This is an optimization exercise on Yosys and OpenROAD, whose aim is small area, not a production implementation.
Only simulation tests tie the RTL to the original design; equivalence was not proved. The flow treats the clock pin as an ideal source, which a real chip does not have.

Design image_thresholder, start of the top module:
module image_thresholder (
    input  wire        clk,
    input  wire        rst,           
    input  wire        cmd_valid,
    output wire        cmd_ready,
    input  wire [31:0] cmd_data,
    input  wire [7:0]  rd_idx,
    output reg  [31:0] rd_data,
    output wire        out_valid,
    input  wire        out_ready,
    output reg  [7:0]  out_data,
    output wire        out_last
);
    localparam BUF_BYTES = 256;
    localparam NAME_MAX  = 16;
    localparam [2:0] S_IDLE  = 3'd0;
    localparam [2:0] S_LOAD  = 3'd1;
    localparam [2:0] S_EMIT  = 3'd2;
    localparam [2:0] S_DONE  = 3'd3;
    localparam [2:0] S_ERROR = 3'd4;
    localparam [3:0] ERR_DIM      = 4'd1;
    localparam [3:0] ERR_CAPACITY = 4'd2;
    localparam [3:0] ERR_OVERRUN  = 4'd3;
    localparam [3:0] ERR_UNDERRUN = 4'd4;
    localparam [3:0] ERR_SEQUENCE = 4'd5;
    localparam [3:0] ERR_OPCODE   = 4'd6;
    localparam [3:0] ERR_RESERVED = 4'd7;
    localparam [3:0] ERR_NAME     = 4'd8;
    localparam [7:0] OP_NOP    = 8'h00;
    localparam [7:0] OP_SETW   = 8'h01;
    localparam [7:0] OP_SETH   = 8'h02;
    localparam [7:0] OP_SETF   = 8'h03;
    localparam [7:0] OP_NCLR   = 8'h04;
    localparam [7:0] OP_NBYTE  = 8'h05;
    localparam [7:0] OP_START  = 8'h08;
    localparam [7:0] OP_PIXEL  = 8'h09;
    localparam [7:0] OP_THRESH = 8'h0A;
    localparam [7:0] OP_FINISH = 8'h0B;
    localparam [7:0] OP_ABORT  = 8'h0F;
    localparam [2:0] P_MARK = 3'd0;
    localparam [2:0] P_NAME = 3'd1;
    localparam [2:0] P_C1   = 3'd2;
    localparam [2:0] P_BL   = 3'd3;
    localparam [2:0] P_C2   = 3'd4;
    localparam [2:0] P_RS   = 3'd5;
    localparam [2:0] P_C3   = 3'd6;
    localparam [2:0] P_PAY  = 3'd7;
    localparam [10:0] LSTEP = 11'd1463;
    reg [2:0]  state;
    reg [3:0]  err;
  ...
Size in the first run: about 2300 flip-flops, roughly 87 I/O pins, about 54000 µm² of cells after synthesis.
==> flow/config.mk <==
export PLATFORM = sky130hd
export DESIGN_NAME = image_thresholder
export DESIGN_NICKNAME = image_thresholder
export VERILOG_FILES = /design/flow/design.v
export SDC_FILE = /design/flow/constraint.sdc
export NUM_CORES = 4
export LEC_CHECK = 0
export CAP_MARGIN = 20
export CORE_MARGIN = 2
export CORE_UTILIZATION = 40
export SLEW_MARGIN = 20
==> flow/constraint.sdc <==
create_clock -name core_clock -period 12.0 [get_ports {clk}]
set_input_delay 2.4000 -clock core_clock [delete_from_list [all_inputs] [get_ports {clk}]]
set_output_delay 2.4000 -clock core_clock [all_outputs]
set_load 0.01 [all_outputs]
standard.sh (not shown) runs the stock make flow with config.mk's settings and CLKGATE_MAP_FILE= SYNTH_SCRIPT=/design/flow/synth_recipe.tcl, a recipe that flattens the netlist after the stock synthesis.
==> flow/flow/run.sh <==
#!/bin/bash
# Layout flow: the standard ORFS flow (standard.sh) with these changes:
#  - synthesis: the standard flow's own synthesis script, except that ABC maps the
#    combinational logic with an area-oriented script (flow/abc_deep.script)
#    and adders are left to ABC instead of being mapped to fa/ha cells first.
#    Registers are mapped before ABC, so they are the standard synthesis's.
#  - CTS clusters up to 30 flip-flops per leaf buffer and inserts no dummy
#    loads;
#  - ports are buffered with the smallest buffer (buf_1).
# The full output of the flow goes to flow_standard.log in the work folder.
set -euo pipefail
cd "$(dirname "$0")/.."
WORK=$PWD
export FLOW_ABC_SCRIPT=$WORK/flow/abc_deep.script
export FLOW_SYNTH_TCL=$WORK/synth_recipe.tcl
export CTS_ARGS="-sink_clustering_enable -repair_clock_nets -sink_clustering_size 30 -sink_clustering_max_diameter 100 -dont_use_dummy_load"
export BUFFER_PORTS_ARGS="-buffer_cell sky130_fd_sc_hd__buf_1"
bash standard.sh SYNTH_SCRIPT=$WORK/flow/synth_area.tcl ADDER_MAP_FILE= finish > flow_standard.log 2>&1
==> flow/flow/abc_deep.script <==
strash
&get -n
&deepsyn -T 60
&dch -f
&nf -R 1000
&put
topo
dnsize
==> flow/flow/synth_area.tcl <==
# The standard flow's synthesis script (synth_recipe.tcl, in the work folder) with one change:
# the combinational logic is mapped by ABC with an area-oriented script
# (abc_deep.script beside this file) instead of ORFS's default one. Registers
# are mapped before ABC runs, so they are the standard synthesis's.
set ::area_abc_script $::env(FLOW_ABC_SCRIPT)
proc abc {args} {
  set i [lsearch -exact $args -script]
  if {$i >= 0} { set args [lreplace $args $i [expr {$i + 1}] -script $::area_abc_script] }
  yosys abc {*}$args
}
source $::env(FLOW_SYNTH_TCL)
Edit:
==> flow/run.sh (new file) <==
#!/bin/bash
# synth_recipe.tcl (not shown) runs the flow's synth.tcl, then flattens the netlist and writes it again
# the make line also repeats each setting of config.mk as NAME=value (left out here)
make -C /OpenROAD-flow-scripts/flow DESIGN_CONFIG=/design/flow/config.mk WORK_HOME=/design/flow/orfs CLKGATE_MAP_FILE= SYNTH_SCRIPT=/design/flow/synth_recipe.tcl finish
--- a/flow/config.mk
+++ b/flow/config.mk
@@ -9,3 +9,5 @@
 export CORE_MARGIN = 2
-export CORE_UTILIZATION = 40
+export CORE_UTILIZATION = 65
+export CTS_CLUSTER_DIAMETER = 60
+export CTS_CLUSTER_SIZE = 34
 export SLEW_MARGIN = 20
removed: flow/flow/run.sh
removed: flow/flow/abc_deep.script
removed: flow/flow/synth_area.tcl
removed: flow/standard.sh
- synthesized area grows by about 6%
- wire length grows by about 60%
- clock skew is higher by 13 ps
- first-iteration DRC count increases by about 90%
- setup slack got worse by 250 ps
- count of clock-buffer cells in the layout climbs by 28
- final area rose by 6.7%
- die area came out lower by about 34%
- critical path depth decreases by 6
- via count increases by 23%
- utilization climbs by 28 points

## afterwards: timing with drivers on the ports
In the flow no input, the clock included, has a driving cell. The finished layouts below were timed again as built, in two steps. Step 1 (the two cells are an assumption about what drives the block):
set clk [get_ports {clk}]
set_driving_cell -lib_cell sky130_fd_sc_hd__clkbuf_16 $clk
set_driving_cell -lib_cell sky130_fd_sc_hd__buf_2 [delete_from_list [all_inputs] $clk]
Step 2, shift: input delay + t, output delay - t, t = (earliest + latest rising clock arrival at the registers) / 2. This alone moves slack from input paths to output paths. Three values: ideal ports, drivers, drivers and shift; two values: the first two.
| run | t, ns | setup slack, ns | worst setup path at the end | cell pins on the clock port's net |
|---|---|---|---|---|
| the first run | 0.708 | 3.174 / 3.107 / 3.815 | register to output | 1 |
| the second run | 0.789 | 2.926 / 2.848 / 3.637 | register to output | 1 |
After both steps every run listed still meets setup and hold.
